From an optimization exercise on the open Yosys and OpenROAD flow, aimed at small area, a short achievable clock period and few clock cycles; shortcuts taken in it are not production practice.
In this exercise RTL edits were held to simulation tests only and were not proved equivalent to the original.
No activity file was given, so power comes from the tool's default toggle rates.

$ cat design.v
module ndef_dec (
    input  wire        clk,
    input  wire        rst,           
    input  wire        req,
    input  wire [7:0]  op,
    input  wire [7:0]  arg,
    output reg         busy,
    output reg         done,
    output reg  [2:0]  res,
    output reg  [3:0]  cause,
    output reg         badtxt,
    output reg  [15:0] tb_len,
    output reg  [15:0] txt_off,
    output reg  [15:0] txt_len,
    output reg  [15:0] idx,
    input  wire [15:0] rd_addr,
    output reg  [7:0]  rd_data
);
    localparam CAP = 128;
    localparam [7:0] OP_DEC   = 8'h30;
    localparam [7:0] OP_TBCLR = 8'h40;
    localparam [7:0] OP_TBAPP = 8'h41;
    localparam [2:0] R_OK        = 3'd1;
    localparam [2:0] R_FOUND     = 3'd4;
    localparam [2:0] R_NOT_FOUND = 3'd5;
    localparam [2:0] R_REFUSED   = 3'd6;
    localparam [3:0] C_NONE       = 4'd0;
    localparam [3:0] C_CAP        = 4'd5;
    localparam [3:0] C_END        = 4'd7;
    localparam [3:0] C_TERMINATOR = 4'd8;
    localparam [3:0] C_TRUNCATED  = 4'd9;
    localparam [3:0] C_ILLEGAL_OP = 4'd10;
    localparam [3:0] D_IDLE  = 4'd0,
                     D_TYPE  = 4'd1,    
                     D_LEN   = 4'd2,    
                     D_LEXT  = 4'd3,    
                     D_DISP  = 4'd4,    
                     D_RHDR  = 4'd5,    
                     D_RTL   = 4'd6,    
                     D_RPL1  = 4'd7,    
                     D_RPL4  = 4'd8,    
                     D_RID   = 4'd9,    
                     D_BODY  = 4'd10,   
                     D_TXT   = 4'd11,   
                     D_LANG  = 4'd12,   
                     D_FIT   = 4'd13,   
                     D_SKIP  = 4'd14;   
    reg [7:0]  tb [0:CAP-1];
    reg [3:0]  dst;
    reg [15:0] ce;
    reg [7:0]  tlv_t;
    reg [15:0] tlv_l;
    reg [16:0] msgend;
    reg [7:0]  hdr;
    reg [7:0]  typelen;
    reg [31:0] paylen;
    reg [7:0]  ridlen;
    reg [7:0]  langlen;
    reg [15:0] body;
    reg [1:0]  cnt;
    always @(posedge clk)
        rd_data <= tb[rd_addr[6:0]];
    wire [7:0] cur = tb[idx[6:0]];
    wire [15:0] left = ce - idx;
    wire hdr_me  = hdr[6];
    wire hdr_sr  = hdr[4];
    wire hdr_il  = hdr[3];
    wire [2:0] hdr_tnf = hdr[2:0];
    wire [33:0] rec_end = {18'd0, body} + {26'd0, typelen} + {26'd0, ridlen} + {2'd0, paylen};
    wire [15:0] rec_end_c = (rec_end > {18'd0, ce}) ? ce : rec_end[15:0];
    wire [16:0] tlv_end = {1'b0, idx} + {1'b0, tlv_l};
    wire [15:0] tlv_end_c = (tlv_end > {1'b0, ce}) ? ce : tlv_end[15:0];
    wire [16:0] id_end = {1'b0, idx} + {9'd0, ridlen};
    wire [15:0] id_end_c = (id_end > {1'b0, ce}) ? ce : id_end[15:0];
    wire [32:0] lang_need  = {25'd0, langlen} + 33'd1;
    wire [31:0] text_len   = paylen - 32'd1 - {24'd0, langlen};
    wire [16:0] text_start = {1'b0, idx} + {9'd0, langlen};
    wire [32:0] text_end   = {16'd0, text_start} + {1'b0, text_len};
    wire app_we = (dst == D_IDLE) && req && (op == OP_TBAPP) && (tb_len < CAP);
    always @(posedge clk) begin
        if (!rst && app_we)
            tb[tb_len[6:0]] <= arg;
    end
    always @(posedge clk) begin
        if (rst) begin
            busy    <= 1'b0;
            done    <= 1'b0;
            res     <= 3'd0;
            cause   <= 4'd0;
            badtxt  <= 1'b0;
            tb_len  <= 16'd0;
            txt_off <= 16'd0;
            txt_len <= 16'd0;
            idx     <= 16'd0;
            dst     <= D_IDLE;
            ce      <= 16'd0;
            tlv_t   <= 8'd0;
            tlv_l   <= 16'd0;
            msgend  <= 17'd0;
            hdr     <= 8'd0;
            typelen <= 8'd0;
            paylen  <= 32'd0;
            ridlen  <= 8'd0;
            langlen <= 8'd0;
            body    <= 16'd0;
            cnt     <= 2'd0;
        end else begin
            case (dst)
            D_IDLE: begin
                if (req) begin
                    done <= 1'b1;
                    case (op)
                    OP_TBCLR: begin
                        tb_len <= 16'd0;
                        res    <= R_OK;
                        cause  <= C_NONE;
                    end
                    OP_TBAPP: begin
                        if (tb_len >= CAP) begin
                            res   <= R_REFUSED;
                            cause <= C_CAP;
                        end else begin
                            tb_len <= tb_len + 16'd1;
                            res    <= R_OK;
                            cause  <= C_NONE;
                        end
                    end
                    OP_DEC: begin
                        busy    <= 1'b1;
                        done    <= 1'b0;
                        ce      <= tb_len;
                        idx     <= 16'd0;
                        txt_off <= 16'd0;
                        txt_len <= 16'd0;
                        badtxt  <= 1'b0;
                        dst     <= D_TYPE;
                    end
                    default: begin
                        res   <= R_REFUSED;
                        cause <= C_ILLEGAL_OP;
                    end
                    endcase
                end
            end
            D_TYPE: begin
                if (idx >= ce) begin
                    res   <= R_NOT_FOUND;
                    cause <= C_END;
                    busy  <= 1'b0;
                    done  <= 1'b1;
                    dst   <= D_IDLE;
                end else begin
                    tlv_t <= cur;
                    idx   <= idx + 16'd1;
                    if (cur != 8'h00)
                        dst <= D_LEN;
                end
            end
            D_LEN: begin
                if (left < 16'd1) begin
                    idx <= ce;
                    res   <= R_NOT_FOUND;
                    cause <= (tlv_t == 8'hFE) ? C_TERMINATOR : C_TRUNCATED;
                    busy  <= 1'b0;
                    done  <= 1'b1;
                    dst   <= D_IDLE;
                end else begin
                    idx <= idx + 16'd1;
                    if (cur == 8'hFF) begin
                        cnt <= 2'd0;
                        dst <= D_LEXT;
                    end else begin
                        tlv_l <= {8'd0, cur};
                        dst   <= D_DISP;
                    end
                end
            end
            D_LEXT: begin
                if (cnt == 2'd0 && left < 16'd2) begin
                    idx <= ce;
                    res   <= R_NOT_FOUND;
                    cause <= (tlv_t == 8'hFE) ? C_TERMINATOR : C_TRUNCATED;
                    busy  <= 1'b0;
                    done  <= 1'b1;
                    dst   <= D_IDLE;
                end else begin
                    tlv_l <= {tlv_l[7:0], cur};
                    idx   <= idx + 16'd1;
                    cnt   <= cnt + 2'd1;
                    if (cnt == 2'd1)
                        dst <= D_DISP;
                end
            end
            D_DISP: begin
                msgend <= tlv_end;
                if (tlv_t == 8'hFE) begin
                    res   <= R_NOT_FOUND;
                    cause <= C_TERMINATOR;
                    busy  <= 1'b0;
                    done  <= 1'b1;
                    dst   <= D_IDLE;
                end else if (tlv_t == 8'h03) begin
                    dst <= D_RHDR;
                end else begin
                    idx <= tlv_end_c;
                    dst <= D_TYPE;
                end
            end
            D_RHDR: begin
                if ({1'b0, idx} < msgend && idx < ce) begin
                    hdr <= cur;
                    idx <= idx + 16'd1;
                    dst <= D_RTL;
                end else begin
                    dst <= D_TYPE;
                end
            end
            D_RTL: begin
                if (left < 16'd1) begin
                    idx   <= ce;
                    res   <= R_NOT_FOUND;
                    cause <= C_TRUNCATED;
                    busy  <= 1'b0;
                    done  <= 1'b1;
                    dst   <= D_IDLE;
                end else begin
                    typelen <= cur;
                    idx     <= idx + 16'd1;
                    dst     <= hdr_sr ? D_RPL1 : D_RPL4;
                    cnt     <= 2'd0;
                end
            end
            D_RPL1: begin
                if (left < 16'd1) begin
                    idx   <= ce;
                    res   <= R_NOT_FOUND;
                    cause <= C_TRUNCATED;
                    busy  <= 1'b0;
                    done  <= 1'b1;
                    dst   <= D_IDLE;
                end else begin
                    paylen <= {24'd0, cur};
                    idx    <= idx + 16'd1;
                    ridlen <= 8'd0;
                    dst    <= hdr_il ? D_RID : D_BODY;
                end
            end
            D_RPL4: begin
                if (cnt == 2'd0 && left < 16'd4) begin
                    idx   <= ce;
                    res   <= R_NOT_FOUND;
                    cause <= C_TRUNCATED;
                    busy  <= 1'b0;
                    done  <= 1'b1;
                    dst   <= D_IDLE;
                end else begin
                    paylen <= {paylen[23:0], cur};
                    idx    <= idx + 16'd1;
                    cnt    <= cnt + 2'd1;
                    ridlen <= 8'd0;
                    if (cnt == 2'd3)
                        dst <= hdr_il ? D_RID : D_BODY;
                end
            end
            D_RID: begin
                if (left < 16'd1) begin
                    idx   <= ce;
                    res   <= R_NOT_FOUND;
                    cause <= C_TRUNCATED;
                    busy  <= 1'b0;
                    done  <= 1'b1;
                    dst   <= D_IDLE;
                end else begin
                    ridlen <= cur;
                    idx    <= idx + 16'd1;
                    dst    <= D_BODY;
                end
            end
            D_BODY: begin
                body <= idx;
                if (hdr_tnf == 3'd1 && typelen == 8'd1) begin
                    if (left < 16'd1) begin
                        idx   <= ce;
                        res   <= R_NOT_FOUND;
                        cause <= C_TRUNCATED;
                        busy  <= 1'b0;
                        done  <= 1'b1;
                        dst   <= D_IDLE;
                    end else if (cur == 8'h54) begin
                        idx <= idx + 16'd1;
                        dst <= D_TXT;
                    end else begin
                        dst <= D_SKIP;
                    end
                end else begin
                    dst <= D_SKIP;
                end
            end
            D_TXT: begin
                idx <= id_end_c;
                if (paylen == 32'd0) begin
                    badtxt <= 1'b1;
                    dst    <= D_SKIP;
                end else begin
                    dst <= D_LANG;
                end
            end
            D_LANG: begin
                if (left < 16'd1) begin
                    idx   <= ce;
                    res   <= R_NOT_FOUND;
                    cause <= C_TRUNCATED;
                    busy  <= 1'b0;
                    done  <= 1'b1;
                    dst   <= D_IDLE;
                end else begin
                    langlen <= cur;
                    idx     <= idx + 16'd1;
                    dst     <= D_FIT;
                end
            end
            D_FIT: begin
                if (lang_need > {1'b0, paylen}) begin
                    badtxt <= 1'b1;
                    idx    <= rec_end_c;
                    dst    <= hdr_me ? D_TYPE : D_RHDR;
                end else if (text_end > {17'd0, ce}) begin
                    idx   <= ce;
                    res   <= R_NOT_FOUND;
                    cause <= C_TRUNCATED;
                    busy  <= 1'b0;
                    done  <= 1'b1;
                    dst   <= D_IDLE;
                end else begin
                    txt_off <= text_start[15:0];
                    txt_len <= text_len[15:0];
                    idx     <= text_end[15:0];
                    res   <= R_FOUND;
                    cause <= C_NONE;
                    busy  <= 1'b0;
                    done  <= 1'b1;
                    dst   <= D_IDLE;
                end
            end
            D_SKIP: begin
                idx <= rec_end_c;
                dst <= hdr_me ? D_TYPE : D_RHDR;
            end
            default: dst <= D_IDLE;
            endcase
        end
    end
endmodule
$ cat run.sh
#!/bin/bash
# synth_recipe.tcl (not shown) runs the flow's synth.tcl, then flattens the netlist and writes it again
# the make line also repeats each setting of config.mk as NAME=value (left out here)
make -C /OpenROAD-flow-scripts/flow DESIGN_CONFIG=/design/flow/config.mk WORK_HOME=/design/flow/orfs CLKGATE_MAP_FILE= SYNTH_SCRIPT=/design/flow/synth_recipe.tcl finish
$ cat config.mk
export PLATFORM = sky130hd
export DESIGN_NAME = ndef_dec
export DESIGN_NICKNAME = ndef_dec
export VERILOG_FILES = /design/flow/design.v
export SDC_FILE = /design/flow/constraint.sdc
export NUM_CORES = 4
export LEC_CHECK = 0
export CAP_MARGIN = 20
export CORE_MARGIN = 2
export CORE_UTILIZATION = 40
export SLEW_MARGIN = 20
$ cat constraint.sdc
create_clock -name core_clock -period 10.0 [get_ports {clk}]
set_input_delay 2.0000 -clock core_clock [delete_from_list [all_inputs] [get_ports {clk}]]
set_output_delay 2.0000 -clock core_clock [all_outputs]
set_load 0.01 [all_outputs]
==> summary.txt <==
==> through the flow <==
| step | hold slack (ns) | total power [mW] | area [µm²] |
|---|---|---|---|
| floorplan | 0.436 | 6.00 | 66300 |
| global placement | 0.444 | 6.19 | 69900 |
| detailed placement | 0.446 | 6.19 | 69900 |
| CTS | 0.454 | 11.4 | 74500 |
| global route | 0.472 | 11.6 | 74600 |
| finish | 0.455 | 11.3 | 74600 |
==> power groups by stage <==
| stage | clock [mW] | sequential (mW) | combinational (mW) |
|---|---|---|---|
| after floorplan | 0 | 5.76 | 0.232 |
| after global placement | 0 | 5.76 | 0.429 |
| after detailed placement | 0 | 5.76 | 0.434 |
| after CTS | 5.28 | 5.65 | 0.435 |
| after global routing | 5.48 | 5.65 | 0.455 |
| final | 5.22 | 5.65 | 0.435 |
==> layout make-up <==
class | instances | share of cell area
Tap cell | 2189 | 0.0367
Timing Repair Buffer | 217 | 0.0264
Clock inverter | 77 | 0.0139
Clock buffer | 168 | 0.0479
Inverter | 152 | 0.00765
Multi-Input combinational cell | 2914 | 0.393
Antenna cell | 2 | 0.0000671
Sequential cell | 1254 | 0.474
==> sequential cells by signal, summed over array words and instances (netlist names), 6 cells and up, named ones only <==
name and count:
ce 16, body 16, ridlen 8, msgend 17, paylen 32, tlv_t 8, idx 16, txt_len 16
langlen 8, hdr 6, tlv_l 16, tb 1024, tb_len 16, typelen 8, txt_off 16, rd_data 8
==> per-layer routing <==
metal	track usage	vias to the layer above	share of wire	wire, µm
met5	0	-	0.00020	43
met4	0.0782	8	0.031	6590
met3	0.0610	386	0.10	22100
met2	0.378	2370	0.46	96500
met1	0.345	22700	0.41	85300
li1	-	18700	-	-
==> worst min-delay path by stage <==
stage | end | depth (start not counted)
6_report | msgend[9]$_SDFFE_PP0P_ | 2
4_1_cts | msgend[4]$_SDFFE_PP0P_ | 2
3_3_place_gp | msgend[1]$_SDFFE_PP0P_ | 2
5_1_grt | msgend[8]$_SDFFE_PP0P_ | 2
3_5_place_dp | msgend[4]$_SDFFE_PP0P_ | 2
2_1_floorplan | body[1]$_SDFFE_PP0P_ | 2
==> cells in the mapped netlist (all sizes together) (18+ instances only) <==
cell / count
nand4: 36
or3: 20
nor3: 57
ha: 203
dfxtp: 230
nor2b: 45
mux2i: 59
mux4: 604
a221oi: 28
nor2: 375
nor4: 30
and3: 27
clkbuf: 194
o21ai: 105
o211ai: 24
o31ai: 21
nand3: 78
a31oi: 38
a22o: 54
edfxtp: 1024
or4: 27
nand2: 257
and2: 18
xor2: 40
a21oi: 199
a211oi: 56
a22oi: 101
a21o: 50
buf: 89
inv: 150
xnor2: 82
fa: 22
nand2b: 20
o21a: 36
==> kinds of logic after synthesis <==
kind of cell	Yosys count	synth area share
AND/OR/NAND/NOR	1044	0.0748
buffers and inverters	435	0.0259
multiplexers	678	0.217
adder cells (fa/ha/maj)	225	0.0450
XOR/XNOR	123	0.0165
AO/OA/AOI/OAI	844	0.0876
flip-flops	1254	0.534
==> worst register-to-register path: cells and delay by family (launching register included) <==
kind                       cells  cell delay, ns
AOI/OAI and AO/OA             14            3.73
and+or+nand+nor                6            1.72
adders and majority gates      5            1.68
DFF                            1            0.43
buffers and inverters          3            0.32
xor gates and xnor gates       1            0.18
==> impl_metrics.env <==
export IMPL_final_core_util=0.453
export IMPL_crit_type="flop to flop"
export IMPL_rows=149
export IMPL_reg2reg_slack_ns=1.74
export IMPL_cap_violations=0
export IMPL_cts_hold_fix_buffers=0
export IMPL_cellPowerDensity_nw_per_um2=152
export IMPL_maxSlewViolCount=0
export IMPL_clock_path_buffers=3
export IMPL_synth_cell_area_um2=66300
export IMPL_coreArea_um2=165000
export IMPL_path_buf_inv=3
export IMPL_gr_total_overflow=0
export IMPL_cts_resized=0
export IMPL_synth_top_area_frac=0.464
export IMPL_rr_startpoint="paylen[1]$_SDFFE_PP0P_"
export IMPL_stdcell_count=6973
export IMPL_synth_top_cell_by_area="edfxtp_1"
export IMPL_final_nets=4934
export IMPL_startpoint_type="flop"
export IMPL_wl_per_cell_um=30.2
export IMPL_drc_errors=0
export IMPL_num_vias=44200
export IMPL_crit_family="compound AO/OA/AOI/OAI gates"
export IMPL_die_w_um=411
export IMPL_fin_tns_setup_ns=0
export IMPL_hold_viol=0
export IMPL_grt_antenna_before_repair=8
export IMPL_grt_max_degree=109
export IMPL_die_h_um=411
export IMPL_yosysWarnings=1
export IMPL_worstHoldPathType="flop to flop"
export IMPL_reg2reg_depth=29
export IMPL_finalCritPeriodShare=0.826
export IMPL_multi_input_area_um2=29400
export IMPL_setup_viol=0
export IMPL_firstDrtPassIters=6
export IMPL_die_area_um2=169000
export IMPL_grt_pass1_wl_mm=304
export IMPL_h_tree_depth=4
export IMPL_max_stage_delay_ns=0.56
export IMPL_start_util=0.402
export IMPL_path_clk_slew_ns=0.06
export IMPL_layout_min_cycle_time_ns=8.26
export IMPL_routed_wirelength_mm=211
export IMPL_synthTopCellsByArea="edfxtp_1, mux4_2, dfxtp_1, ha_1, nor2_1"
export IMPL_yosysUniqueCellTypes=89
export IMPL_seqPwrFrac=0.500
export IMPL_crit_cells=29
export IMPL_root_buffer="clkbuf_16"
export IMPL_ir_worst_vdd_mv=0.127
export IMPL_combPwrFrac=0.038
export IMPL_postCtsSetupBuffers=0
export IMPL_dp_final_hpwl_mm=140
export IMPL_critPathRequiredTime_ns=10.59
export IMPL_cts_tree="yes"
export IMPL_critPathCaptureType="flop"
export IMPL_arrival_ns=8.85
export IMPL_p_int_mw=8.84
export IMPL_crit_fanout=7
export IMPL_final_common_cell="edfxtp_1"
export IMPL_outcome="timing/DRC/antenna clean"
export IMPL_synth_ff_type="edfxtp_1"
export IMPL_pre_cts_slack_ns=1.84
export IMPL_place_congestion=0.959
export IMPL_syn_inst=4603
export IMPL_fmax_mhz=121
export IMPL_final_cell_mix="edfxtp_1, mux4_2, nor2_1, nand2_1, dfxtp_1"
export IMPL_crit_start="paylen[1]$_SDFFE_PP0P_"
export IMPL_viasPerCell=6.34
export IMPL_seq_area_um2=35400
export IMPL_rsz0062_at_grt="no"
export IMPL_ys_ff_latch=1254
export IMPL_async_reset_ff_frac=0
export IMPL_worstMarginPinSlew_ns=1.22
export IMPL_p_sw_frac=0.218
export IMPL_synth_edf_count=1024
export IMPL_slew_headroom=0.179
export IMPL_syn2layout_area_growth_pct=12.6
export IMPL_cts_sinks=1254
export IMPL_avgSynthCellArea_um2=14.4
export IMPL_switchingPower_mw=2.46
export IMPL_fillers=14500
export IMPL_slowest_stage="nand4b_1"
export IMPL_ys_seq_area_frac=0.534
export IMPL_skew_ns=0.0656
export IMPL_grt_usage=0.247
export IMPL_drive_above_1_share=0.214
export IMPL_port_buffers=107
export IMPL_numCtsBuffers=135
export IMPL_clock_power_share=0.462
export IMPL_io_pins=117
export IMPL_worstSkewPairLatency_ns=0.81
export IMPL_syn_nets=4863
export IMPL_layout_setup_ws_ns=1.74
export IMPL_holdCritStartpoint="msgend[9]$_SDFFE_PP0P_"
export IMPL_ant_nets=0
export IMPL_first_global_vias=42900
export IMPL_dr_first_iter_drc_count=5461
export IMPL_place_inst=6722
export IMPL_leakage_nw=24.3
Testbench counts, summed over its fixed seeds: cycles 21,140.

[what the ideal ports hide]
Ports are ideal in the flow. The routed layout listed here was re-timed in OpenROAD.
Step 1 assumes that a clkbuf_16 drives the clock port and a buf_2 every other input.
Step 2, shift: input delay + t, output delay - t, t = (earliest + latest rising clock arrival at the registers) / 2. This alone moves slack from input paths to output paths.
Slacks: ideal / step 1 / step 2; pairs: ideal / step 1.
t, ns: 0.858
setup WS [ns]: 1.736 / 1.736 / 1.736
latest minus earliest clock arrival (ns): 0.066 / 0.066
worst register clock-pin slew, ns: 0.07 / 0.07
cell pins on the clock port's net: 1
After both steps this run still meets setup and hold. For this run, drivers alone change the setup slack by 0.000 ns; drivers and shift together by 0.000 ns.
